What follows belongs to an exercise in optimizing a design on an open flow for small area, a short achievable clock period and few clock cycles per item; a production flow would make more cautious choices. At most, simulation tests tie the RTL to the original design; equivalence was not proved. No functional check of the RTL was part of runs 2 and 3. Power and IR drop assume default switching activity.

==> flow/design.v, too long to show whole: its modules and the start of the top module <==
// module scope_index_unit: 1178 lines
module scope_index_unit (
    input  wire        clk,
    input  wire        rst,           
    input  wire        start,
    input  wire [2:0]  cfg_scope,
    input  wire [11:0] cfg_width_m1,  
    input  wire        s_valid,
    output wire        s_ready,
    input  wire [31:0] s_data,        
    output reg         m_valid,
    input  wire        m_ready,
    output reg  [2:0]  m_mask,        
    output reg  [21:0] m_addr0,
    output reg  [21:0] m_addr1,
    output reg  [21:0] m_addr2
);
  // ...
==> flow/flow/run.sh <==
#!/bin/bash
# Own layout flow: the standard synthesis, then a netlist pass that re-assigns the
# polarity of the full-adder cells (and of gates that have a complemented twin) so that
# fewer inverters are needed (flow/polarity.py; registers and their names are untouched),
# then the standard layout, with the port buffers made of buf_2 cells and the delay
# cells (clkdlybuf4s*, dlygate*, dlymetal*) kept out of the layout's buffering.
# Each tool's output goes to a log file in this folder.
set -euo pipefail
R=$PWD/orfs/results/$FLOW_PLATFORM/scope_index_unit/base
LIB=$FLOW_HOME/platforms/$FLOW_PLATFORM/lib/sky130_fd_sc_hd__tt_025C_1v80.lib
bash standard.sh "$R/1_2_yosys.v" > synth.log 2>&1
cp "$R/1_2_yosys.v" "$R/1_2_yosys_standard.v"
python3 flow/polarity.py "$LIB" "$R/1_2_yosys_standard.v" "$R/1_2_yosys.v" > polarity.log 2>&1
DONT_USE="sky130_fd_sc_hd__probe_p_8 sky130_fd_sc_hd__probec_p_8 sky130_fd_sc_hd__lpflow_bleeder_1 sky130_fd_sc_hd__lpflow_clkbufkapwr_1 sky130_fd_sc_hd__lpflow_clkbufkapwr_16 sky130_fd_sc_hd__lpflow_clkbufkapwr_2 sky130_fd_sc_hd__lpflow_clkbufkapwr_4 sky130_fd_sc_hd__lpflow_clkbufkapwr_8 sky130_fd_sc_hd__lpflow_clkinvkapwr_1 sky130_fd_sc_hd__lpflow_clkinvkapwr_16 sky130_fd_sc_hd__lpflow_clkinvkapwr_2 sky130_fd_sc_hd__lpflow_clkinvkapwr_4 sky130_fd_sc_hd__lpflow_clkinvkapwr_8 sky130_fd_sc_hd__lpflow_decapkapwr_12 sky130_fd_sc_hd__lpflow_decapkapwr_3 sky130_fd_sc_hd__lpflow_decapkapwr_4 sky130_fd_sc_hd__lpflow_decapkapwr_6 sky130_fd_sc_hd__lpflow_decapkapwr_8 sky130_fd_sc_hd__lpflow_inputiso0n_1 sky130_fd_sc_hd__lpflow_inputiso0p_1 sky130_fd_sc_hd__lpflow_inputiso1n_1 sky130_fd_sc_hd__lpflow_inputiso1p_1 sky130_fd_sc_hd__lpflow_inputisolatch_1 sky130_fd_sc_hd__lpflow_isobufsrc_1 sky130_fd_sc_hd__lpflow_isobufsrc_16 sky130_fd_sc_hd__lpflow_isobufsrc_2 sky130_fd_sc_hd__lpflow_isobufsrc_4 sky130_fd_sc_hd__lpflow_isobufsrc_8 sky130_fd_sc_hd__lpflow_isobufsrckapwr_16 sky130_fd_sc_hd__lpflow_lsbuf_lh_hl_isowell_tap_1 sky130_fd_sc_hd__lpflow_lsbuf_lh_hl_isowell_tap_2 sky130_fd_sc_hd__lpflow_lsbuf_lh_hl_isowell_tap_4 sky130_fd_sc_hd__lpflow_lsbuf_lh_isowell_4 sky130_fd_sc_hd__lpflow_lsbuf_lh_isowell_tap_1 sky130_fd_sc_hd__lpflow_lsbuf_lh_isowell_tap_2 sky130_fd_sc_hd__lpflow_lsbuf_lh_isowell_tap_4  sky130_fd_sc_hd__clkdlybuf4s15_1 sky130_fd_sc_hd__clkdlybuf4s15_2 sky130_fd_sc_hd__clkdlybuf4s18_1 sky130_fd_sc_hd__clkdlybuf4s18_2 sky130_fd_sc_hd__clkdlybuf4s25_1 sky130_fd_sc_hd__clkdlybuf4s25_2 sky130_fd_sc_hd__clkdlybuf4s50_1 sky130_fd_sc_hd__clkdlybuf4s50_2 sky130_fd_sc_hd__dlygate4sd1_1 sky130_fd_sc_hd__dlygate4sd2_1 sky130_fd_sc_hd__dlygate4sd3_1 sky130_fd_sc_hd__dlymetal6s2s_1 sky130_fd_sc_hd__dlymetal6s4s_1 sky130_fd_sc_hd__dlymetal6s6s_1"
bash standard.sh "BUFFER_PORTS_ARGS=-buffer_cell sky130_fd_sc_hd__buf_2" "DONT_USE_CELLS=$DONT_USE" finish > layout.log 2>&1
==> flow/flow/polarity.py <==
#!/usr/bin/env python3
"""Re-assign the polarity of full-adder cells in a Yosys gate-level netlist so that
fewer inverters are needed.  A full adder is self-dual: FA(~a,~b,~c) = (~sum, ~cout),
so flipping a full adder inverts both its inputs and its outputs.  Inverter chains are
collapsed, a flip assignment that needs few inverters is searched for, and one
inverter is put back per net that still needs its complement.
usage: polarity.py LIB in.v out.v"""
import re, sys
from collections import defaultdict

lib, src, dst = sys.argv[1:4]

# pin directions from the liberty file
dirs = {}
area = {}
cur = None
for line in open(lib):
    m = re.match(r'\s*cell\s*\(\s*"?([\w]+)"?\s*\)', line)
    if m: cur = m.group(1); dirs[cur] = {}; pin = None; continue
    m = re.match(r'\s*area\s*:\s*([\d.]+)', line)
    if m and cur and cur not in area: area[cur] = float(m.group(1)); continue
    m = re.match(r'\s*pin\s*\(\s*"?(\w+)"?\s*\)', line)
    if m and cur: pin = m.group(1); continue
    m = re.match(r'\s*direction\s*:\s*"?(\w+)"?', line)
    if m and cur: dirs[cur][pin] = m.group(1)

text = re.sub(r"\(\*.*?\*\)", "", open(src).read(), flags=re.S)
mstart = text.index("module ")
hdr_end = text.index(");", mstart) + 2
header, body = text[:hdr_end], text[hdr_end:]
body = body[:body.rindex("endmodule")]
stmts = [s.strip() for s in body.split(";") if s.strip()]

decls, assigns, cells = [], [], []
inst_re = re.compile(r'^(\S+)\s+(\S+)\s*\((.*)\)$', re.S)
pin_re = re.compile(r'\.(\w+)\s*\((.*?)\)\s*(?:,|$)', re.S)
ports = set()
for s in stmts:
    if s.startswith(("wire", "input", "output", "inout", "reg")):
        decls.append(s)
        if s.startswith(("input", "output", "inout")):
            for n in re.findall(r'([\\\w$\[\]\.]+)\s*$', s): ports.add(n)
            m = re.match(r'(input|output|inout)\s*(\[[^\]]*\])?\s*(.*)$', s, re.S)
            nm = m.group(3).strip(); rng = m.group(2)
            if rng:
                hi, lo = [int(x) for x in rng[1:-1].split(":")]
                for i in range(min(hi, lo), max(hi, lo) + 1): ports.add(f"{nm}[{i}]")
            ports.add(nm)
        continue
    if s.startswith("assign"):
        assigns.append(s); continue
    m = inst_re.match(s)
    assert m, s[:200]
    typ, name, pins = m.group(1), m.group(2), m.group(3)
    conns = {p: n.strip() for p, n in pin_re.findall(pins)}
    cells.append([typ, name, conns])

def is_inv(t): return re.match(r'sky130_fd_sc_hd__(clk)?inv_\d+$', t) is not None
def is_fa(t): return re.match(r'sky130_fd_sc_hd__fa_\d+$', t) is not None
def outs(t): return [p for p, d in dirs[t].items() if d == "output"]

PAIRS = [("and2", "nand2"), ("or2", "nor2"), ("and3", "nand3"), ("or3", "nor3"),
         ("and4", "nand4"), ("or4", "nor4"), ("xor2", "xnor2"), ("xor3", "xnor3"),
         ("and2b", "nand2b"), ("or2b", "nor2b"), ("and3b", "nand3b"), ("or3b", "nor3b"),
         ("and4b", "nand4b"), ("or4b", "nor4b"), ("mux2", "mux2i"),
         ("a21o", "a21oi"), ("a21bo", "a21boi"), ("a211o", "a211oi"), ("a22o", "a22oi"),
         ("a31o", "a31oi"), ("a32o", "a32oi"), ("a41o", "a41oi"), ("a221o", "a221oi"),
         ("a2111o", "a2111oi"), ("a311o", "a311oi"), ("a2bb2o", "a2bb2oi"),
         ("o21a", "o21ai"), ("o211a", "o211ai"), ("o22a", "o22ai"), ("o31a", "o31ai"),
         ("o32a", "o32ai"), ("o41a", "o41ai"), ("o221a", "o221ai"), ("o2111a", "o2111ai"),
         ("o311a", "o311ai"), ("o21ba", "o21bai"), ("o2bb2a", "o2bb2ai")]
comp = {}
for a_, b_ in PAIRS: comp[a_] = b_; comp[b_] = a_
def complement(t):
    m = re.match(r'sky130_fd_sc_hd__(\w+?)_(\d+)$', t)
    if not m or m.group(1) not in comp: return None
    base, sz = comp[m.group(1)], m.group(2)
    for z in (sz, "1", "2", "0", "4"):
        c = f"sky130_fd_sc_hd__{base}_{z}"
        if c in dirs and c in area:
            o1 = outs(t); o2 = outs(c)
            if len(o1) != 1 or len(o2) != 1: return None
            ins1 = sorted(p for p, d in dirs[t].items() if d == "input")
            ins2 = sorted(p for p, d in dirs[c].items() if d == "input")
            if ins1 != ins2: return None
            return c
    return None

assign_nets = set()
for a in assigns:
    for n in re.findall(r"[\\\w$][\w$\[\]\.\\]*", a[6:]):
        assign_nets.add(n)

driver = {}
for ci, (typ, name, conns) in enumerate(cells):
    for p in outs(typ):
        if p in conns: driver[conns[p]] = (ci, p)

# inverters that can be removed: not touching ports or assigns
removable = set()
for ci, (typ, name, conns) in enumerate(cells):
    if is_inv(typ):
        a, y = conns["A"], conns["Y"]
        if a in ports or y in ports or a in assign_nets or y in assign_nets: continue
        if a.startswith("1'b") or a.startswith("1'h"): continue
        removable.add(ci)

def root(n):
    p = 0
    seen = 0
    while n in driver and driver[n][0] in removable:
        n = cells[driver[n][0]][2]["A"]; p ^= 1; seen += 1
        assert seen < 100
    return n, p

# loads: (cell index, pin) of non-removable cells
loads = defaultdict(list)   # root -> list of (ci, pin, parity)
for ci, (typ, name, conns) in enumerate(cells):
    if ci in removable: continue
    for p, n in conns.items():
        if dirs[typ].get(p) == "input":
            r, par = root(n)
            loads[r].append((ci, p, par))
# roots that feed ports/assigns through removable inverters cannot happen (excluded above)

fas = [ci for ci, c in enumerate(cells) if is_fa(c[0])]
fa_set = set(fas)
cmp_cells = {}
for ci, (typ, name, conns) in enumerate(cells):
    if ci in removable: continue
    c = complement(typ)
    if c is None: continue
    o = conns.get(outs(typ)[0])
    if o is None or o in ports or o in assign_nets: continue
    cmp_cells[ci] = c
flip = defaultdict(int)
INV = area["sky130_fd_sc_hd__inv_1"]

def need(r, ci, par):
    d = driver.get(r)
    fd = flip[d[0]] if d else 0
    return par ^ fd ^ (flip[ci] if ci in fa_set else 0)

def cost(r):
    if r.startswith("1'b") or r.startswith("1'h"): return 0
    return 1 if any(need(r, ci, par) for ci, p, par in loads[r]) else 0

def touched(ci):
    typ, name, conns = cells[ci]
    rs = set()
    for p in ("A", "B", "CIN"): rs.add(root(conns[p])[0])
    for p in ("SUM", "COUT"):
        if p in conns: rs.add(conns[p])
    return rs

base = sum(cost(r) for r in list(loads))
rootcache = {}
def dcell(ci):
    t = cells[ci][0]
    return area[cmp_cells[ci]] - area[t] if flip[ci] == 0 else area[t] - area[cmp_cells[ci]]
improved = True; it = 0
while improved and it < 50:
    improved = False; it += 1
    for ci in fas:
        rs = touched(ci)
        before = sum(cost(r) for r in rs)
        flip[ci] ^= 1
        after = sum(cost(r) for r in rs)
        if after < before: improved = True
        else: flip[ci] ^= 1
    for ci in cmp_cells:
        typ, name, conns = cells[ci]
        r = conns[outs(typ)[0]]
        before = cost(r) * INV
        d = dcell(ci)
        flip[ci] ^= 1
        after = cost(r) * INV + d
        if after < before - 1e-9: improved = True
        else: flip[ci] ^= 1
# simulated annealing on top of the greedy result (fixed seed: reproducible)
import random, math
rng = random.Random(12345)
movable = fas + list(cmp_cells)
def move_delta(ci):
    if ci in fa_set:
        rs = touched(ci)
        before = sum(cost(r) for r in rs) * INV
        flip[ci] ^= 1
        after = sum(cost(r) for r in rs) * INV
        flip[ci] ^= 1
        return after - before
    typ, name, conns = cells[ci]
    r = conns[outs(typ)[0]]
    before = cost(r) * INV
    d = dcell(ci)
    flip[ci] ^= 1
    after = cost(r) * INV + d
    flip[ci] ^= 1
    return after - before
touched_cache = {}
def total_area():
    return sum(cost(r) for r in list(loads)) * INV + sum((area[cmp_cells[c]] - area[cells[c][0]]) for c in cmp_cells if flip[c])
best = total_area(); best_flip = dict(flip); cur = best
NIT = 300000
for i in range(NIT):
    T = 2.0 * (1 - i / NIT) + 0.01
    ci = movable[rng.randrange(len(movable))]
    d = move_delta(ci)
    if d <= 0 or rng.random() < math.exp(-d / T):
        flip[ci] ^= 1; cur += d
        if cur < best - 1e-9: best = cur; best_flip = dict(flip)
flip.clear(); flip.update(best_flip)
final = sum(cost(r) for r in list(loads))
ninv = len(removable)
sys.stderr.write(f"inverters: {ninv} removable, needed before {base}, after {final}, flipped {sum(flip[c] for c in fas)} of {len(fas)} full adders\n")

# rewrite
new_cells = []
extra_decl = []
k = 0
inv_of = {}
for r, ls in loads.items():
    for ci, p, par in ls:
        n = need(r, ci, par)
        if r.startswith("1'b"):
            cells[ci][2][p] = r if not n else ("1'b1" if r == "1'b0" else "1'b0")
            continue
        if n:
            if r not in inv_of:
                k += 1; w = f"_polinv_{k}_"
                inv_of[r] = w
                extra_decl.append(f"wire {w}")
                nl = sum(1 for c2, p2, q2 in ls if need(r, c2, q2))
                size = 1 if nl <= 3 else 2 if nl <= 8 else 4
                new_cells.append([f"sky130_fd_sc_hd__inv_{size}", f"_polinv_cell_{k}_", {"A": r, "Y": w}])
            cells[ci][2][p] = inv_of[r]
        else:
            cells[ci][2][p] = r
for ci, c in cmp_cells.items():
    if flip[ci]:
        typ, name, conns = cells[ci]
        o1 = outs(typ)[0]; o2 = outs(c)[0]
        net = conns.pop(o1); conns[o2] = net
        cells[ci][0] = c
sys.stderr.write(f"complemented {sum(1 for ci in cmp_cells if flip[ci])} of {len(cmp_cells)} gates\n")
out = [header, ""]
def esc(n): return n + " " if n.startswith("\\") else n
for d in decls: out.append("  " + d + " ;")
for d in extra_decl: out.append("  " + d + ";")
for ci, (typ, name, conns) in enumerate(cells):
    if ci in removable: continue
    out.append(f"  {typ} {name} (" + ", ".join(f".{p}({esc(n)})" for p, n in conns.items()) + ");")
for typ, name, conns in new_cells:
    out.append(f"  {typ} {name} (" + ", ".join(f".{p}({esc(n)})" for p, n in conns.items()) + ");")
for a in assigns: out.append("  " + a + " ;")
out.append("endmodule")
open(dst, "w").write("\n".join(out) + "\n")
==> flow/standard.sh <==
#!/bin/bash
# synth_recipe.tcl (not shown) runs the flow's synth.tcl, then flattens the netlist and writes it again
# the make line also repeats each setting of config.mk as NAME=value (left out here)
make -C /OpenROAD-flow-scripts/flow DESIGN_CONFIG=/design/flow/config.mk WORK_HOME=/design/flow/orfs CLKGATE_MAP_FILE= SYNTH_SCRIPT=/design/flow/synth_recipe.tcl "${@:-finish}"
==> flow/config.mk <==
export PLATFORM = sky130hd
export DESIGN_NAME = scope_index_unit
export DESIGN_NICKNAME = scope_index_unit
export VERILOG_FILES = /design/flow/design.v
export SDC_FILE = /design/flow/constraint.sdc
export NUM_CORES = 4
export LEC_CHECK = 0
export CAP_MARGIN = 80
export CORE_MARGIN = 2
export CORE_UTILIZATION = 60
export SLEW_MARGIN = 80
==> flow/constraint.sdc <==
create_clock -name core_clock -period 28.0 [get_ports {clk}]
set_input_delay 5.6000 -clock core_clock [delete_from_list [all_inputs] [get_ports {clk}]]
set_output_delay 5.6000 -clock core_clock [all_outputs]
set_load 0.01 [all_outputs]
==> results.json, run 1 <==
{
  "p_switching_mw": 0.769,
  "multi_input_gates": 1929,
  "cts_buffer_depth": 3,
  "nClkBuffers": 35,
  "leakage_nw": 13.9,
  "outcome": "no timing/DRC/antenna violations",
  "worstPathMaxFanout": 5,
  "coreArea_mm2": 0.0409,
  "setup_ws_ns": 21.13,
  "grt_pass1_vias": 20600,
  "wl_met1_um": 26200,
  "reg_top3": "i_d: 24 flops, k_d: 24 flops",
  "critPathKind": "flop to flop",
  "fin_setup_tns_ns": 0,
  "comb_power_share": 0.574,
  "p_comb_mw": 1.01,
  "finish.instance_area_mm2": 0.0284,
  "reg2reg_slack_ns": 21.13,
  "fin_crit_sh": 0.245,
  "antenna_found_initial": 0,
  "skew_ns": 0.0446,
  "dpl-instance-area_mm2": 0.0272,
  "grt_remaining_overflow": 0,
  "cap_violations": 0,
  "fin_nets": 3264,
  "fmax_mhz": 146,
  "syn_to_final_growth_pct": 13.7,
  "syn_area_per_cell_um2": 10.3,
  "multi_input_area_share": 0.661,
  "rr_worst_depth": 27,
  "ys.warnings.count": 1,
  "pin_count": 123,
  "wl_met2_um": 34800,
  "final_common_cell": "fa_1",
  "crit_path_max_incr_delay_ns": 0.57,
  "min_to": "g[6]$_DFFE_PN_",
  "ant_nets": 0
}
Testbench counts, summed over its fixed seeds: cycles 24,400, items 24,000.
==> inputs of run 2 (changes only) <==
--- a/flow/design.v
+++ b/flow/design.v
@@ -43,16 +43,33 @@
             we_cfg <= 1'b1;
         end else if (we_cfg) begin
             we     <= is_wf   ? we + 13'd1 :
                       is_vs   ? 13'd256 :
                       is_hist ? 13'd1 : 13'd0;
             we_cfg <= 1'b0;
         end
     end
+    reg is_wfl_c0, is_wfl_c1, is_wfl_c2, is_wfl_c3;
+    reg is_vsa_c0, is_vsa_c1, is_vsa_c2, is_vsa_c3;
+    reg is_vsb_c0, is_vsb_c1, is_vsb_c2, is_vsb_c3;
+    always @(posedge clk) begin
+        if (rst) begin
+            is_wfl_c0 <= 1'b0; is_wfl_c1 <= 1'b1;
+            is_vsa_c0 <= 1'b0; is_vsa_c1 <= 1'b1;
+            is_vsb_c0 <= 1'b0; is_vsb_c1 <= 1'b1;
+        end else if (start) begin
+            is_wfl_c0 <= (cfg_scope == SC_WFL); is_wfl_c1 <= (cfg_scope != SC_WFL);
+            is_vsa_c0 <= (cfg_scope == SC_VSA); is_vsa_c1 <= (cfg_scope != SC_VSA);
+            is_vsb_c0 <= (cfg_scope == SC_VSB); is_vsb_c1 <= (cfg_scope != SC_VSB);
+        end
+        is_wfl_c2 <= is_wfl_c0; is_wfl_c3 <= is_wfl_c1;
+        is_vsa_c2 <= is_vsa_c0; is_vsa_c3 <= is_vsa_c1;
+        is_vsb_c2 <= is_vsb_c0; is_vsb_c3 <= is_vsb_c1;
+    end
     reg        o_e;           
     wire adv = o_e || m_ready;
     reg        k_v;           
     reg        s_rdy;
     reg [23:0] k_d;
     reg        i_v;           
     reg [23:0] i_d;
     reg        d_v;           
@@ -152,132 +169,132 @@
     wire xa_s_52 = (du[4] & du[5]) | (dv[8] & (du[4] ^ du[5]));
     wire xa_s_53 = ~(du[6]);
     wire xa_s_54 = ~(du[7]);
     wire xa_s_55 = ~(~du[8]);
     wire [16:0] xa_s_a = {du[7], du[6], xa_s_52, xa_s_50, xa_s_48, xa_s_46, xa_s_44, xa_s_42, xa_s_40, xa_s_38, xa_s_36, xa_s_34, xa_s_32, xa_s_30, xa_s_28, xa_s_26, xa_s_25};
     wire [16:0] xa_s_b = {xa_s_55, xa_s_54, xa_s_53, xa_s_51, xa_s_49, xa_s_47, xa_s_45, xa_s_43, xa_s_41, xa_s_39, xa_s_37, xa_s_35, xa_s_33, xa_s_31, xa_s_29, xa_s_27, dv[1]};
     wire [16:0] xa_s = xa_s_a + xa_s_b;
     wire [7:0] xa = xa_s[16:9];
-    wire is_vsa_g0 = is_vsa & ~du[2];
-    wire is_vsa_g1 = is_vsa & dv[5];
-    wire is_vsa_g2 = is_vsa & dv[0];
-    wire is_vsa_g3 = is_vsa & ~du[3];
-    wire is_vsa_g4 = is_vsa & dv[6];
-    wire is_vsa_g5 = is_vsa & dv[1];
-    wire is_wfl_g6 = is_wfl & ~du[7];
-    wire is_vsa_g7 = is_vsa & ~du[4];
-    wire is_wfl_g8 = is_wfl & du[2];
-    wire is_vsa_g9 = is_vsa & du[0];
-    wire is_wfl_g10 = is_wfl & ~du[0];
-    wire is_vsa_g11 = is_vsa & dv[7];
-    wire is_wfl_g12 = is_wfl & ~dv[6];
-    wire is_vsa_g13 = is_vsa & dv[2];
-    wire is_wfl_g14 = is_wfl & ~dv[4];
-    wire is_wfl_g15 = is_wfl & ~dv[0];
-    wire is_wfl_g16 = is_wfl & du[8];
-    wire is_vsa_g17 = is_vsa & ~du[5];
-    wire is_wfl_g18 = is_wfl & du[3];
-    wire is_vsa_g19 = is_vsa & du[1];
-    wire is_wfl_g20 = is_wfl & ~du[1];
-    wire is_vsa_g21 = is_vsa & ~dv[8];
-    wire is_wfl_g22 = is_wfl & ~dv[7];
-    wire is_vsa_g23 = is_vsa & dv[3];
-    wire is_wfl_g24 = is_wfl & ~dv[5];
-    wire is_wfl_g25 = is_wfl & ~dv[1];
-    wire is_wfl_g26 = is_wfl & du[4];
-    wire is_vsa_g27 = is_vsa & ~du[6];
-    wire is_vsb_g28 = is_vsb & ~du[6];
-    wire is_wfl_g29 = is_wfl & ~du[2];
-    wire is_vsa_g30 = is_vsa & du[2];
-    wire is_vsb_g31 = is_vsb & du[4];
-    wire is_vsb_g32 = is_vsb & du[2];
-    wire is_wfl_g33 = is_wfl & dv[8];
-    wire is_vsa_g34 = is_vsa & dv[4];
-    wire is_vsb_g35 = is_vsb & ~du[0];
-    wire is_vsb_g36 = is_vsb & dv[8];
-    wire is_wfl_g37 = is_wfl & ~dv[2];
-    wire is_vsb_g38 = is_vsb & dv[4];
-    wire is_vsb_g39 = is_vsb & dv[0];
-    wire is_wfl_g40 = is_wfl & du[5];
-    wire is_vsa_g41 = is_vsa & ~du[7];
-    wire is_vsb_g42 = is_vsb & ~du[7];
-    wire is_wfl_g43 = is_wfl & ~du[3];
-    wire is_vsa_g44 = is_vsa & du[3];
-    wire is_vsb_g45 = is_vsb & du[5];
-    wire is_vsb_g46 = is_vsb & du[3];
-    wire is_vsb_g47 = is_vsb & ~du[1];
-    wire is_wfl_g48 = is_wfl & ~dv[3];
-    wire is_vsb_g49 = is_vsb & dv[5];
-    wire is_vsb_g50 = is_vsb & dv[1];
-    wire is_wfl_g51 = is_wfl & du[6];
-    wire is_vsa_g52 = is_vsa & du[8];
-    wire is_vsb_g53 = is_vsb & du[8];
-    wire is_wfl_g54 = is_wfl & ~du[4];
-    wire is_vsa_g55 = is_vsa & du[4];
-    wire is_vsb_g56 = is_vsb & du[6];
-    wire is_vsb_g57 = is_vsb & ~du[2];
-    wire is_vsb_g58 = is_vsb & dv[6];
-    wire is_vsb_g59 = is_vsb & dv[2];
-    wire is_vsb_g60 = is_vsb & ~dv[0];
-    wire is_wfl_g61 = is_wfl & du[7];
-    wire is_vsa_g62 = is_vsa & du[5];
-    wire is_vsb_g63 = is_vsb & du[7];
-    wire is_wfl_g64 = is_wfl & ~du[5];
-    wire is_vsb_g65 = is_vsb & ~du[3];
-    wire is_wfl_g66 = is_wfl & du[0];
-    wire is_vsb_g67 = is_vsb & dv[7];
-    wire is_wfl_g68 = is_wfl & dv[0];
-    wire is_vsb_g69 = is_vsb & dv[3];
-    wire is_vsb_g70 = is_vsb & ~dv[1];
-    wire is_wfl_g71 = is_wfl & ~du[8];
-    wire is_vsa_g72 = is_vsa & du[6];
-    wire is_vsb_g73 = is_vsb & ~du[8];
-    wire is_wfl_g74 = is_wfl & ~du[6];
-    wire is_vsb_g75 = is_vsb & ~du[4];
-    wire is_wfl_g76 = is_wfl & du[1];
-    wire is_vsb_g77 = is_vsb & ~dv[8];
-    wire is_wfl_g78 = is_wfl & dv[1];
-    wire is_vsb_g79 = is_vsb & ~dv[2];
-    wire is_vsa_g80 = is_vsa & du[7];
-    wire is_vsb_g81 = is_vsb & ~du[5];
-    wire is_vsb_g82 = is_vsb & ~dv[3];
-    wire is_wfl_g83 = is_wfl & dv[2];
-    wire is_vsa_g84 = is_vsa & ~du[8];
-    wire is_vsb_g85 = is_vsb & du[0];
-    wire is_vsa_g86 = is_vsa & ~du[0];
-    wire is_wfl_g87 = is_wfl & dv[3];
-    wire is_vsb_g88 = is_vsb & ~dv[4];
-    wire is_vsb_g89 = is_vsb & du[1];
-    wire is_vsa_g90 = is_vsa & ~du[1];
-    wire is_wfl_g91 = is_wfl & dv[4];
-    wire is_vsb_g92 = is_vsb & ~dv[5];
-    wire is_wfl_g93 = is_wfl & dv[5];
-    wire is_vsb_g94 = is_vsb & ~dv[6];
-    wire is_wfl_g95 = is_wfl & dv[6];
-    wire is_vsb_g96 = is_vsb & ~dv[7];
-    wire is_wfl_g97 = is_wfl & dv[7];
-    wire is_vsa_g98 = is_vsa & ~dv[0];
-    wire is_wfl_g99 = is_wfl & ~dv[8];
-    wire is_vsa_g100 = is_vsa & ~dv[1];
-    wire is_wfl_g101 = is_wfl & g[0];
-    wire is_vsa_g102 = is_vsa & ~dv[2];
-    wire is_wfl_g103 = is_wfl & g[1];
-    wire is_vsa_g104 = is_vsa & ~dv[3];
-    wire is_wfl_g105 = is_wfl & g[2];
-    wire is_vsa_g106 = is_vsa & ~dv[4];
-    wire is_wfl_g107 = is_wfl & g[3];
-    wire is_vsa_g108 = is_vsa & ~dv[5];
-    wire is_wfl_g109 = is_wfl & g[4];
-    wire is_wfl_g110 = is_wfl & g[5];
-    wire is_vsa_g111 = is_vsa & ~dv[6];
-    wire is_vsa_g112 = is_vsa & ~dv[7];
-    wire is_wfl_g113 = is_wfl & g[6];
-    wire is_wfl_g114 = is_wfl & g[7];
-    wire is_vsa_g115 = is_vsa & dv[8];
+    wire is_vsa_g0 = is_vsa_c0 & ~du[2];
+    wire is_vsa_g1 = ~is_vsa_c1 & dv[5];
+    wire is_vsa_g2 = is_vsa_c2 & dv[0];
+    wire is_vsa_g3 = ~is_vsa_c3 & ~du[3];
+    wire is_vsa_g4 = is_vsa_c0 & dv[6];
+    wire is_vsa_g5 = ~is_vsa_c1 & dv[1];
+    wire is_wfl_g6 = is_wfl_c0 & ~du[7];
+    wire is_vsa_g7 = is_vsa_c2 & ~du[4];
+    wire is_wfl_g8 = ~is_wfl_c1 & du[2];
+    wire is_vsa_g9 = ~is_vsa_c3 & du[0];
+    wire is_wfl_g10 = is_wfl_c2 & ~du[0];
+    wire is_vsa_g11 = is_vsa_c0 & dv[7];
+    wire is_wfl_g12 = ~is_wfl_c3 & ~dv[6];
+    wire is_vsa_g13 = ~is_vsa_c1 & dv[2];
+    wire is_wfl_g14 = is_wfl_c0 & ~dv[4];
+    wire is_wfl_g15 = ~is_wfl_c1 & ~dv[0];
+    wire is_wfl_g16 = is_wfl_c2 & du[8];
+    wire is_vsa_g17 = is_vsa_c2 & ~du[5];
+    wire is_wfl_g18 = ~is_wfl_c3 & du[3];
+    wire is_vsa_g19 = ~is_vsa_c3 & du[1];
+    wire is_wfl_g20 = is_wfl_c0 & ~du[1];
+    wire is_vsa_g21 = is_vsa_c0 & ~dv[8];
+    wire is_wfl_g22 = ~is_wfl_c1 & ~dv[7];
+    wire is_vsa_g23 = ~is_vsa_c1 & dv[3];
+    wire is_wfl_g24 = is_wfl_c2 & ~dv[5];
+    wire is_wfl_g25 = ~is_wfl_c3 & ~dv[1];
+    wire is_wfl_g26 = is_wfl_c0 & du[4];
+    wire is_vsa_g27 = is_vsa_c2 & ~du[6];
+    wire is_vsb_g28 = is_vsb_c0 & ~du[6];
+    wire is_wfl_g29 = ~is_wfl_c1 & ~du[2];
+    wire is_vsa_g30 = ~is_vsa_c3 & du[2];
+    wire is_vsb_g31 = ~is_vsb_c1 & du[4];
+    wire is_vsb_g32 = is_vsb_c2 & du[2];
+    wire is_wfl_g33 = is_wfl_c2 & dv[8];
+    wire is_vsa_g34 = is_vsa_c0 & dv[4];
+    wire is_vsb_g35 = ~is_vsb_c3 & ~du[0];
+    wire is_vsb_g36 = is_vsb_c0 & dv[8];
+    wire is_wfl_g37 = ~is_wfl_c3 & ~dv[2];
+    wire is_vsb_g38 = ~is_vsb_c1 & dv[4];
+    wire is_vsb_g39 = is_vsb_c2 & dv[0];
+    wire is_wfl_g40 = is_wfl_c0 & du[5];
+    wire is_vsa_g41 = ~is_vsa_c1 & ~du[7];
+    wire is_vsb_g42 = ~is_vsb_c3 & ~du[7];
+    wire is_wfl_g43 = ~is_wfl_c1 & ~du[3];
+    wire is_vsa_g44 = is_vsa_c2 & du[3];
+    wire is_vsb_g45 = is_vsb_c0 & du[5];
+    wire is_vsb_g46 = ~is_vsb_c1 & du[3];
+    wire is_vsb_g47 = is_vsb_c2 & ~du[1];
+    wire is_wfl_g48 = is_wfl_c2 & ~dv[3];
+    wire is_vsb_g49 = ~is_vsb_c3 & dv[5];
+    wire is_vsb_g50 = is_vsb_c0 & dv[1];
+    wire is_wfl_g51 = ~is_wfl_c3 & du[6];
+    wire is_vsa_g52 = ~is_vsa_c3 & du[8];
+    wire is_vsb_g53 = ~is_vsb_c1 & du[8];
+    wire is_wfl_g54 = is_wfl_c0 & ~du[4];
+    wire is_vsa_g55 = is_vsa_c0 & du[4];
+    wire is_vsb_g56 = is_vsb_c2 & du[6];
+    wire is_vsb_g57 = ~is_vsb_c3 & ~du[2];
+    wire is_vsb_g58 = is_vsb_c0 & dv[6];
+    wire is_vsb_g59 = ~is_vsb_c1 & dv[2];
+    wire is_vsb_g60 = is_vsb_c2 & ~dv[0];
+    wire is_wfl_g61 = ~is_wfl_c1 & du[7];
+    wire is_vsa_g62 = ~is_vsa_c1 & du[5];
+    wire is_vsb_g63 = ~is_vsb_c3 & du[7];
+    wire is_wfl_g64 = is_wfl_c2 & ~du[5];
+    wire is_vsb_g65 = is_vsb_c0 & ~du[3];
+    wire is_wfl_g66 = ~is_wfl_c3 & du[0];
+    wire is_vsb_g67 = ~is_vsb_c1 & dv[7];
+    wire is_wfl_g68 = is_wfl_c0 & dv[0];
+    wire is_vsb_g69 = is_vsb_c2 & dv[3];
+    wire is_vsb_g70 = ~is_vsb_c3 & ~dv[1];
+    wire is_wfl_g71 = ~is_wfl_c1 & ~du[8];
+    wire is_vsa_g72 = is_vsa_c2 & du[6];
+    wire is_vsb_g73 = is_vsb_c0 & ~du[8];
+    wire is_wfl_g74 = is_wfl_c2 & ~du[6];
+    wire is_vsb_g75 = ~is_vsb_c1 & ~du[4];
+    wire is_wfl_g76 = ~is_wfl_c3 & du[1];
+    wire is_vsb_g77 = is_vsb_c2 & ~dv[8];
+    wire is_wfl_g78 = is_wfl_c0 & dv[1];
+    wire is_vsb_g79 = ~is_vsb_c3 & ~dv[2];
+    wire is_vsa_g80 = ~is_vsa_c3 & du[7];
+    wire is_vsb_g81 = is_vsb_c0 & ~du[5];
+    wire is_vsb_g82 = ~is_vsb_c1 & ~dv[3];
+    wire is_wfl_g83 = ~is_wfl_c1 & dv[2];
+    wire is_vsa_g84 = is_vsa_c0 & ~du[8];
+    wire is_vsb_g85 = is_vsb_c2 & du[0];
+    wire is_vsa_g86 = ~is_vsa_c1 & ~du[0];
+    wire is_wfl_g87 = is_wfl_c2 & dv[3];
+    wire is_vsb_g88 = ~is_vsb_c3 & ~dv[4];
+    wire is_vsb_g89 = is_vsb_c0 & du[1];
+    wire is_vsa_g90 = is_vsa_c2 & ~du[1];
+    wire is_wfl_g91 = ~is_wfl_c3 & dv[4];
+    wire is_vsb_g92 = ~is_vsb_c1 & ~dv[5];
+    wire is_wfl_g93 = is_wfl_c0 & dv[5];
+    wire is_vsb_g94 = is_vsb_c2 & ~dv[6];
+    wire is_wfl_g95 = ~is_wfl_c1 & dv[6];
+    wire is_vsb_g96 = ~is_vsb_c3 & ~dv[7];
+    wire is_wfl_g97 = is_wfl_c2 & dv[7];
+    wire is_vsa_g98 = ~is_vsa_c3 & ~dv[0];
+    wire is_wfl_g99 = ~is_wfl_c3 & ~dv[8];
+    wire is_vsa_g100 = is_vsa_c0 & ~dv[1];
+    wire is_wfl_g101 = is_wfl_c0 & g[0];
+    wire is_vsa_g102 = ~is_vsa_c1 & ~dv[2];
+    wire is_wfl_g103 = ~is_wfl_c1 & g[1];
+    wire is_vsa_g104 = is_vsa_c2 & ~dv[3];
+    wire is_wfl_g105 = is_wfl_c2 & g[2];
+    wire is_vsa_g106 = ~is_vsa_c3 & ~dv[4];
+    wire is_wfl_g107 = ~is_wfl_c3 & g[3];
+    wire is_vsa_g108 = is_vsa_c0 & ~dv[5];
+    wire is_wfl_g109 = is_wfl_c0 & g[4];
+    wire is_wfl_g110 = ~is_wfl_c1 & g[5];
+    wire is_vsa_g111 = ~is_vsa_c1 & ~dv[6];
+    wire is_vsa_g112 = is_vsa_c2 & ~dv[7];
+    wire is_wfl_g113 = is_wfl_c2 & g[6];
+    wire is_wfl_g114 = ~is_wfl_c3 & g[7];
+    wire is_vsa_g115 = ~is_vsa_c3 & dv[8];
     wire [24:0] sh_c = ({25{is_wfl}} & 25'd27488460) | ({25{is_vsa}} & 25'd31174329) | ({25{is_vsb}} & 25'd8784832);
     wire sh_s_1 = (is_wfl_g6 | is_vsa_g7) ^ (is_wfl_g8 | is_vsa_g9);
     wire sh_s_2 = (is_wfl_g6 | is_vsa_g7) & (is_wfl_g8 | is_vsa_g9);
     wire sh_s_3 = (is_wfl_g16 | is_vsa_g17) ^ (is_wfl_g18 | is_vsa_g19) ^ (is_wfl_g20 | is_vsa_g21);
     wire sh_s_4 = ((is_wfl_g16 | is_vsa_g17) & (is_wfl_g18 | is_vsa_g19)) | ((is_wfl_g20 | is_vsa_g21) & ((is_wfl_g16 | is_vsa_g17) ^ (is_wfl_g18 | is_vsa_g19)));
     wire sh_s_5 = (is_wfl_g26 | is_vsa_g27 | is_vsb_g28) ^ (is_wfl_g29 | is_vsa_g30 | is_vsb_g31) ^ (is_wfl_g10 | is_vsa_g9 | is_vsb_g32);
     wire sh_s_6 = ((is_wfl_g26 | is_vsa_g27 | is_vsb_g28) & (is_wfl_g29 | is_vsa_g30 | is_vsb_g31)) | ((is_wfl_g10 | is_vsa_g9 | is_vsb_g32) & ((is_wfl_g26 | is_vsa_g27 | is_vsb_g28) ^ (is_wfl_g29 | is_vsa_g30 | is_vsb_g31)));
     wire sh_s_7 = (is_wfl_g33 | is_vsa_g34 | is_vsb_g35) ^ (is_wfl_g12 | is_vsb_g36);
==> flow/flow/run.sh (replaced) <==
#!/bin/bash
# Own layout flow: the standard synthesis, then a netlist pass that re-assigns the
# polarity of the full-adder cells (and of gates that have a complemented twin) so that
# fewer inverters are needed (flow/polarity.py; registers and their names are untouched),
# then the standard layout, with the port buffers made of buf_4 cells and the delay
# cells (clkdlybuf4s*, dlygate*, dlymetal*) kept out of the layout's buffering.
# Each tool's output goes to a log file in this folder.
set -euo pipefail
R=$PWD/orfs/results/$FLOW_PLATFORM/scope_index_unit/base
LIB=$FLOW_HOME/platforms/$FLOW_PLATFORM/lib/sky130_fd_sc_hd__tt_025C_1v80.lib
bash standard.sh "$R/1_2_yosys.v" > synth.log 2>&1
cp "$R/1_2_yosys.v" "$R/1_2_yosys_standard.v"
python3 flow/polarity.py "$LIB" "$R/1_2_yosys_standard.v" "$R/1_2_yosys.v" > polarity.log 2>&1
DONT_USE="sky130_fd_sc_hd__probe_p_8 sky130_fd_sc_hd__probec_p_8 sky130_fd_sc_hd__lpflow_bleeder_1 sky130_fd_sc_hd__lpflow_clkbufkapwr_1 sky130_fd_sc_hd__lpflow_clkbufkapwr_16 sky130_fd_sc_hd__lpflow_clkbufkapwr_2 sky130_fd_sc_hd__lpflow_clkbufkapwr_4 sky130_fd_sc_hd__lpflow_clkbufkapwr_8 sky130_fd_sc_hd__lpflow_clkinvkapwr_1 sky130_fd_sc_hd__lpflow_clkinvkapwr_16 sky130_fd_sc_hd__lpflow_clkinvkapwr_2 sky130_fd_sc_hd__lpflow_clkinvkapwr_4 sky130_fd_sc_hd__lpflow_clkinvkapwr_8 sky130_fd_sc_hd__lpflow_decapkapwr_12 sky130_fd_sc_hd__lpflow_decapkapwr_3 sky130_fd_sc_hd__lpflow_decapkapwr_4 sky130_fd_sc_hd__lpflow_decapkapwr_6 sky130_fd_sc_hd__lpflow_decapkapwr_8 sky130_fd_sc_hd__lpflow_inputiso0n_1 sky130_fd_sc_hd__lpflow_inputiso0p_1 sky130_fd_sc_hd__lpflow_inputiso1n_1 sky130_fd_sc_hd__lpflow_inputiso1p_1 sky130_fd_sc_hd__lpflow_inputisolatch_1 sky130_fd_sc_hd__lpflow_isobufsrc_1 sky130_fd_sc_hd__lpflow_isobufsrc_16 sky130_fd_sc_hd__lpflow_isobufsrc_2 sky130_fd_sc_hd__lpflow_isobufsrc_4 sky130_fd_sc_hd__lpflow_isobufsrc_8 sky130_fd_sc_hd__lpflow_isobufsrckapwr_16 sky130_fd_sc_hd__lpflow_lsbuf_lh_hl_isowell_tap_1 sky130_fd_sc_hd__lpflow_lsbuf_lh_hl_isowell_tap_2 sky130_fd_sc_hd__lpflow_lsbuf_lh_hl_isowell_tap_4 sky130_fd_sc_hd__lpflow_lsbuf_lh_isowell_4 sky130_fd_sc_hd__lpflow_lsbuf_lh_isowell_tap_1 sky130_fd_sc_hd__lpflow_lsbuf_lh_isowell_tap_2 sky130_fd_sc_hd__lpflow_lsbuf_lh_isowell_tap_4  sky130_fd_sc_hd__clkdlybuf4s15_1 sky130_fd_sc_hd__clkdlybuf4s15_2 sky130_fd_sc_hd__clkdlybuf4s18_1 sky130_fd_sc_hd__clkdlybuf4s18_2 sky130_fd_sc_hd__clkdlybuf4s25_1 sky130_fd_sc_hd__clkdlybuf4s25_2 sky130_fd_sc_hd__clkdlybuf4s50_1 sky130_fd_sc_hd__clkdlybuf4s50_2 sky130_fd_sc_hd__dlygate4sd1_1 sky130_fd_sc_hd__dlygate4sd2_1 sky130_fd_sc_hd__dlygate4sd3_1 sky130_fd_sc_hd__dlymetal6s2s_1 sky130_fd_sc_hd__dlymetal6s4s_1 sky130_fd_sc_hd__dlymetal6s6s_1"
bash standard.sh "BUFFER_PORTS_ARGS=-buffer_cell sky130_fd_sc_hd__buf_4" "DONT_USE_CELLS=$DONT_USE" finish > layout.log 2>&1
--- a/flow/flow/polarity.py
+++ b/flow/flow/polarity.py
@@ -172,49 +172,16 @@
         typ, name, conns = cells[ci]
         r = conns[outs(typ)[0]]
         before = cost(r) * INV
         d = dcell(ci)
         flip[ci] ^= 1
         after = cost(r) * INV + d
         if after < before - 1e-9: improved = True
         else: flip[ci] ^= 1
-# simulated annealing on top of the greedy result (fixed seed: reproducible)
-import random, math
-rng = random.Random(12345)
-movable = fas + list(cmp_cells)
-def move_delta(ci):
-    if ci in fa_set:
-        rs = touched(ci)
-        before = sum(cost(r) for r in rs) * INV
-        flip[ci] ^= 1
-        after = sum(cost(r) for r in rs) * INV
-        flip[ci] ^= 1
-        return after - before
-    typ, name, conns = cells[ci]
-    r = conns[outs(typ)[0]]
-    before = cost(r) * INV
-    d = dcell(ci)
-    flip[ci] ^= 1
-    after = cost(r) * INV + d
-    flip[ci] ^= 1
-    return after - before
-touched_cache = {}
-def total_area():
-    return sum(cost(r) for r in list(loads)) * INV + sum((area[cmp_cells[c]] - area[cells[c][0]]) for c in cmp_cells if flip[c])
-best = total_area(); best_flip = dict(flip); cur = best
-NIT = 300000
-for i in range(NIT):
-    T = 2.0 * (1 - i / NIT) + 0.01
-    ci = movable[rng.randrange(len(movable))]
-    d = move_delta(ci)
-    if d <= 0 or rng.random() < math.exp(-d / T):
-        flip[ci] ^= 1; cur += d
-        if cur < best - 1e-9: best = cur; best_flip = dict(flip)
-flip.clear(); flip.update(best_flip)
 final = sum(cost(r) for r in list(loads))
 ninv = len(removable)
 sys.stderr.write(f"inverters: {ninv} removable, needed before {base}, after {final}, flipped {sum(flip[c] for c in fas)} of {len(fas)} full adders\n")
 
 # rewrite
 new_cells = []
 extra_decl = []
 k = 0
==> flow/config.mk (replaced) <==
export PLATFORM = sky130hd
export DESIGN_NAME = scope_index_unit
export DESIGN_NICKNAME = scope_index_unit
export VERILOG_FILES = /design/flow/design.v
export SDC_FILE = /design/flow/constraint.sdc
export NUM_CORES = 4
export LEC_CHECK = 0
export CAP_MARGIN = 20
export CORE_MARGIN = 2
export CORE_UTILIZATION = 40
export SLEW_MARGIN = 20
==> results.json, run 2 <==
{
  "outcome": "no timing/DRC/antenna violations",
  "fillCellCount": 6036,
  "htreeDepth": 1,
  "antenna_found_initial": 1,
  "synthCells": 2540,
  "syn_area_per_cell_um2": 10.1,
  "p_switching_mw": 0.930,
  "clock_latency_ns": 0.57,
  "total_power_mw": 2.04,
  "p_int_mw": 1.11,
  "cp-start-kind": "flop",
  "routed-via-count": 19100,
  "syn_to_final_growth_pct": 9.41,
  "syn_area_mm2": 0.0256,
  "grt_use_total": 0.224,
  "cap_violations": 0,
  "antenna-diode-count": 0,
  "ys.warnings.count": 1,
  "drt_pass1_iterations": 7,
  "rsz0062_at_grt": "false",
  "instances_no_fill": 3455,
  "drive_above_1_share": 0.0954,
  "grt_pass1_wl_um": 116000,
  "cp.required_ns": 28.30,
  "drc": 0,
  "worstPathMaxFanout": 31,
  "final_common_cell": "fa_1",
  "initialDrtViolationCount": 1466,
  "switching_share": 0.456,
  "finish.instance_area_mm2": 0.0280,
  "rows": 92,
  "die_x_um": 257,
  "vias_per_cell": 5.54,
  "wire_per_inst_um": 21.4,
  "fmax_mhz": 131,
  "port_buffers": 113,
  "placed_cells": 3407,
  "layout_common_cells": "fa_1, nand2_1, inv_1",
  "relSlewSlack": 0.357,
  "fin_nets": 3225,
  "crit_arrival_ns": 7.92,
  "start_util": 0.406,
  "grt_max_degree": 86,
  "worst-slew-pin-transition_ns": 0.964,
  "cts-root-buf": "clkbuf_16",
  "min_path_type": "flop to flop",
  "min_period_ns": 7.63,
  "fin_setup_tns_ns": 0,
  "cts_sinks": 214,
  "fin_crit_sh": 0.272,
  "place_hpwl_um": 57900,
  "skew_ns": 0.0175,
  "syn_nets": 3176,
  "post-cts-setup-buffer-count": 0,
  "cts_buffer_depth": 3,
  "seqPwrFrac": 0.257,
  "holdBufCountCts": 0,
  "peakVddDrop_mv": 0.0472,
  "post_cts_resized": 0,
  "pin_count": 123,
  "comb_power_share": 0.577,
  "cts_buffers": 26,
  "slew_viol_final": 0,
  "wirelength_um": 74100,
  "reg_top3": "i_d: 24 flops, k_d: 24 flops",
  "clk_pin_slew_ns": 0.06,
  "leakage_nw": 12.9,
  "hold_violations": 0,
  "grt_pass1_vias": 20200,
  "cp-end-kind": "flop",
  "die_h_um": 257,
  "coreArea_mm2": 0.0632,
  "ant_nets": 0,
  "cts_tree": "built",
  "power_frac_clock": 0.166,
  "powerDensity_mw_per_mm2": 72.7,
  "finalSetupViolations": 0,
  "critPathKind": "flop to flop",
  "holdWs_ns": 0.455,
  "dpl-instance-area_mm2": 0.0272,
  "dieArea_mm2": 0.0661,
  "grt_remaining_overflow": 0,
  "globalplace.congestion": 0.948
}
## run 2: changes by cell type in the layout (fill, tap and decap cells not counted), sizes merged, moves of 11 or more
cell   delta
o21ai    +27
and2     -11
and3     +11
buf     -140
a21o     -12
nor2     +21
inv      +66
## run 2: per-layer routing
metal | vias up | GRT usage | share of wire
li1 | 8638 | - | -
met5 | - | 0 | 0.00018
met2 | 707 | 0.371 | 0.47
met4 | 2 | 0.0757 | 0.037
met3 | 156 | 0.0324 | 0.062
met1 | 9631 | 0.302 | 0.43
## run 2: cell type report
class	count	area, um^2	area share
clock buffer	36	708	0.0253
clock inverter	12	136	0.00486
inverter	240	908	0.0324
multi-input combinational	1961	18400	0.657
sequential	214	5820	0.207
tap	846	1060	0.0377
timing repair buffer	146	992	0.0354
## run 2: final timing paths
| kind | start | endpoint | slack (ns) | cells after the start |
|---|---|---|---|---|
| worst min register to register | d_v$_SDFFE_PP0N_ | p_v$_SDFFE_PP0N_ | 0.45 | 2 |
| worst max register to register | is_vsa_c0$_SDFFE_PP0P_ | p_m0[7]$_DFFE_PN_ | 20.37 | 25 |
| worst max-delay path | is_vsa_c0$_SDFFE_PP0P_ | p_m0[7]$_DFFE_PN_ | 20.37 | 25 |
| worst min-delay path | d_v$_SDFFE_PP0N_ | p_v$_SDFFE_PP0N_ | 0.45 | 2 |
## run 2: through the flow
stage / setup slack [ns] / utilization
after CTS: 20.43 / 0.444
after detailed placement: 20.47 / 0.430
after global routing: 20.08 / 0.444
final: 20.37 / 0.444
after floorplan: 20.58 / -
after global placement: 20.45 / 0.430
## run 2: power by group through the flow
stage | logic, mW | clock network [mW] | registers [mW]
2_1_floorplan | 0.899 | 0 | 0.454
3_3_place_gp | 1.15 | 0 | 0.527
3_5_place_dp | 1.17 | 0 | 0.528
4_1_cts | 1.18 | 0.348 | 0.522
5_1_grt | 1.32 | 0.359 | 0.530
6_report | 1.18 | 0.338 | 0.523
## run 2: critical path: stages (launching register included)
cell and delay, ns:
dfxtp_1 0.30, buf_2 0.64, inv_2 0.50, nor2_1 0.43, nor3_1 0.15, fa_1 0.46
fa_1 0.43, fa_1 0.56, inv_1 0.06, fa_1 0.46, ha_1 0.33, o21a_1 0.19
o211ai_1 0.27, nor3_1 0.10, o31ai_1 0.12, o211ai_1 0.29, ha_1 0.31, fa_1 0.36
inv_1 0.08, nor2b_1 0.07, o2111ai_1 0.25, nand3_1 0.14, a31oi_1 0.23, xnor2_1 0.16
mux2i_1 0.10, o311a_1 0.35
==> inputs of run 3 (changes only) <==
--- a/flow/config.mk
+++ b/flow/config.mk
@@ -7,5 +7,5 @@
 export LEC_CHECK = 0
-export CAP_MARGIN = 20
+export CAP_MARGIN = 80
 export CORE_MARGIN = 2
 export CORE_UTILIZATION = 40
-export SLEW_MARGIN = 20
+export SLEW_MARGIN = 80
==> results.json, run 3 <==
{
  "ys.warnings.count": 1,
  "start_util": 0.406,
  "fin_nets": 3395,
  "crit_arrival_ns": 7.49,
  "synthCells": 2540,
  "fmax_mhz": 140,
  "antenna-diode-count": 0,
  "cp-end-kind": "flop",
  "coreArea_mm2": 0.0632,
  "syn_nets": 3176,
  "critPathKind": "flop to flop",
  "globalplace.congestion": 0.948,
  "fillCellCount": 5871,
  "pin_count": 123,
  "die_x_um": 257,
  "holdBufCountCts": 0,
  "cts_sinks": 214,
  "reg2reg_slack_ns": 20.88,
  "cp.required_ns": 28.37,
  "drive_above_1_share": 0.194,
  "grt_max_degree": 43,
  "cap_violations": 0,
  "vias_per_cell": 5.44,
  "grt_pass1_vias": 20900,
  "worstPathMaxFanout": 14,
  "grt_pass1_wl_um": 120000,
  "cts-root-buf": "clkbuf_16",
  "antenna_found_initial": 2,
  "htreeDepth": 1,
  "r2r-end": "p_m0[6]$_DFFE_PN_",
  "cts_buffer_depth": 3,
  "slew_viol_final": 0,
  "cp-start-kind": "flop",
  "finish.instance_area_mm2": 0.0298,
  "syn_area_per_cell_um2": 10.1,
  "ant_nets": 0,
  "peakVddDrop_mv": 0.0600,
  "instances_no_fill": 3626,
  "die_h_um": 257,
  "leakage_nw": 13.9,
  "cpMaxStageDelayCell": "fa_1",
  "place_hpwl_um": 61800,
  "rows": 92,
  "syn_area_mm2": 0.0256,
  "min_to": "g[6]$_DFFE_PN_",
  "min_path_type": "flop to flop",
  "rsz0062_at_grt": "false",
  "post-cts-setup-buffer-count": 0,
  "port_buffers": 113,
  "syn_to_final_growth_pct": 16.4,
  "initialDrtViolationCount": 1216,
  "reg_top3": "i_d: 24 flops, k_d: 24 flops",
  "finalSetupViolations": 0,
  "cts_tree": "built",
  "fin_crit_sh": 0.254,
  "dieArea_mm2": 0.0661,
  "drt_pass1_iterations": 5,
  "crit_path_max_incr_delay_ns": 0.55,
  "multi_input_area_mm2": 0.0189,
  "grt_remaining_overflow": 0,
  "skew_ns": 0.0227,
  "holdWs_ns": 0.456,
  "post_cts_resized": 0,
  "critical-path-top-cell-by-count": "fa_1",
  "wirelength_um": 75500,
  "cts_buffers": 27,
  "routed-via-count": 19700,
  "clock_latency_ns": 0.59,
  "outcome": "no timing/DRC/antenna violations",
  "wire_per_inst_um": 20.8,
  "dp_slack_ns": 20.93,
  "powerDensity_mw_per_mm2": 72.8,
  "dpl-instance-area_mm2": 0.0286,
  "grt_use_total": 0.231,
  "min_period_ns": 7.12,
  "layout_common_cells": "fa_1, nand2_1, inv_1",
  "reg2reg_from": "is_wfl_c0$_SDFFE_PP0P_",
  "worstHoldPathCells": 0,
  "drc": 0,
  "hold_violations": 0,
  "regArea_mm2": 0.00589,
  "min_from": "i_d[14]$_DFFE_PN_",
  "clk_pin_slew_ns": 0.06,
  "setup_ws_ns": 20.88,
  "placed_cells": 3565,
  "rr_worst_depth": 30,
  "fin_setup_tns_ns": 0,
  "final_common_cell": "fa_1"
}
-- run 3: through the flow --
step | total power [mW] | util
final | 2.17 | 0.472
after global routing | 2.36 | 0.472
after CTS | 2.15 | 0.467
after detailed placement | 1.78 | 0.453
after global placement | 1.67 | 0.430
after floorplan | 1.35 | -
-- run 3: worst max-delay path: cells and delay by family, from the launching register on --
kind / cells / cell delay, ns
fa+ha+maj: 7 / 2.85
compound gates: 7 / 1.37
buf+inv: 9 / 1.36
simple gates: 6 / 0.75
flops: 1 / 0.45
xor+xnor: 1 / 0.12
-- run 3: power breakdown --
group / internal, mW / switching [mW] / total [mW]
logic: 0.572 / 0.792 / 1.36
registers: 0.407 / 0.0407 / 0.448
clock network: 0.214 / 0.148 / 0.362
total: 1.19 / 0.980 / 2.17
-- run 3: worst max path at each step --
stage / to / startpoint / slack [ns] / depth (start not counted)
5_1_grt: p_m0[6]$_DFFE_PN_ / is_wfl_c0$_SDFFE_PP0P_ / 20.52 / 30
3_3_place_gp: p_m0[7]$_DFFE_PN_ / is_vsa_c0$_SDFFE_PP0P_ / 20.45 / 25
3_5_place_dp: p_m0[7]$_DFFE_PN_ / is_wfl_c0$_SDFFE_PP0P_ / 20.93 / 29
2_1_floorplan: col[0]$_SDFFCE_PP0P_ / m_ready / 20.58 / 4
4_1_cts: p_m0[7]$_DFFE_PN_ / is_wfl_c0$_SDFFE_PP0P_ / 20.90 / 29
6_report: p_m0[6]$_DFFE_PN_ / is_wfl_c0$_SDFFE_PP0P_ / 20.88 / 30
-- run 3: metal layers --
layer	global-route usage	vias to the layer above	wire [um]
met2	0.388	691	36200
li1	-	8975	-
met5	0	-	26
met1	0.309	9907	31900
met3	0.0352	143	5080
met4	0.0657	4	2380
-- run 3: layout make-up --
| class | instances | share of cell area |
|---|---|---|
| clock inverter | 12 | 0.00541 |
| clock buffer | 38 | 0.0250 |
| sequential | 214 | 0.197 |
| timing repair buffer | 315 | 0.0714 |
| multi-input combinational | 1961 | 0.634 |
| tap | 846 | 0.0355 |
| inverter | 240 | 0.0312 |

re-timing with driven ports:
The results above use ideal ports. As a check the final layouts listed here were re-extracted and re-timed, cells and wires unchanged. Step 1, drivers: a clkbuf_16 drives clk and a buf_2 each remaining input, both assumed. Step 2 moves the port delays by t, midway between the first and last clock arrival at a register: inputs arrive t later, outputs are due t later. That takes back most of the time a late clock gives input paths. a / b / c = no drivers / after step 1 / after step 2; a / b = the first two.
| run | t (ns) | slack for setup (ns) | hold WS [ns] | worst setup path after step 2 |
|---|---|---|---|---|
| run 1 | 0.615 | 21.127 / 21.127 / 20.938 | 0.451 / 0.451 / 0.451 | input to register |
| run 2 | 0.623 | 20.374 / 20.374 / 20.374 | 0.455 / 0.455 / 0.455 | register to register |
| run 3 | 0.639 | 20.881 / 20.881 / 20.881 | 0.456 / 0.456 / 0.456 | register to register |
After both steps setup and hold are still met in every run listed. The setup slack of run 1, which loses most, moves by 0.000 ns with the drivers and by -0.189 ns with both steps.
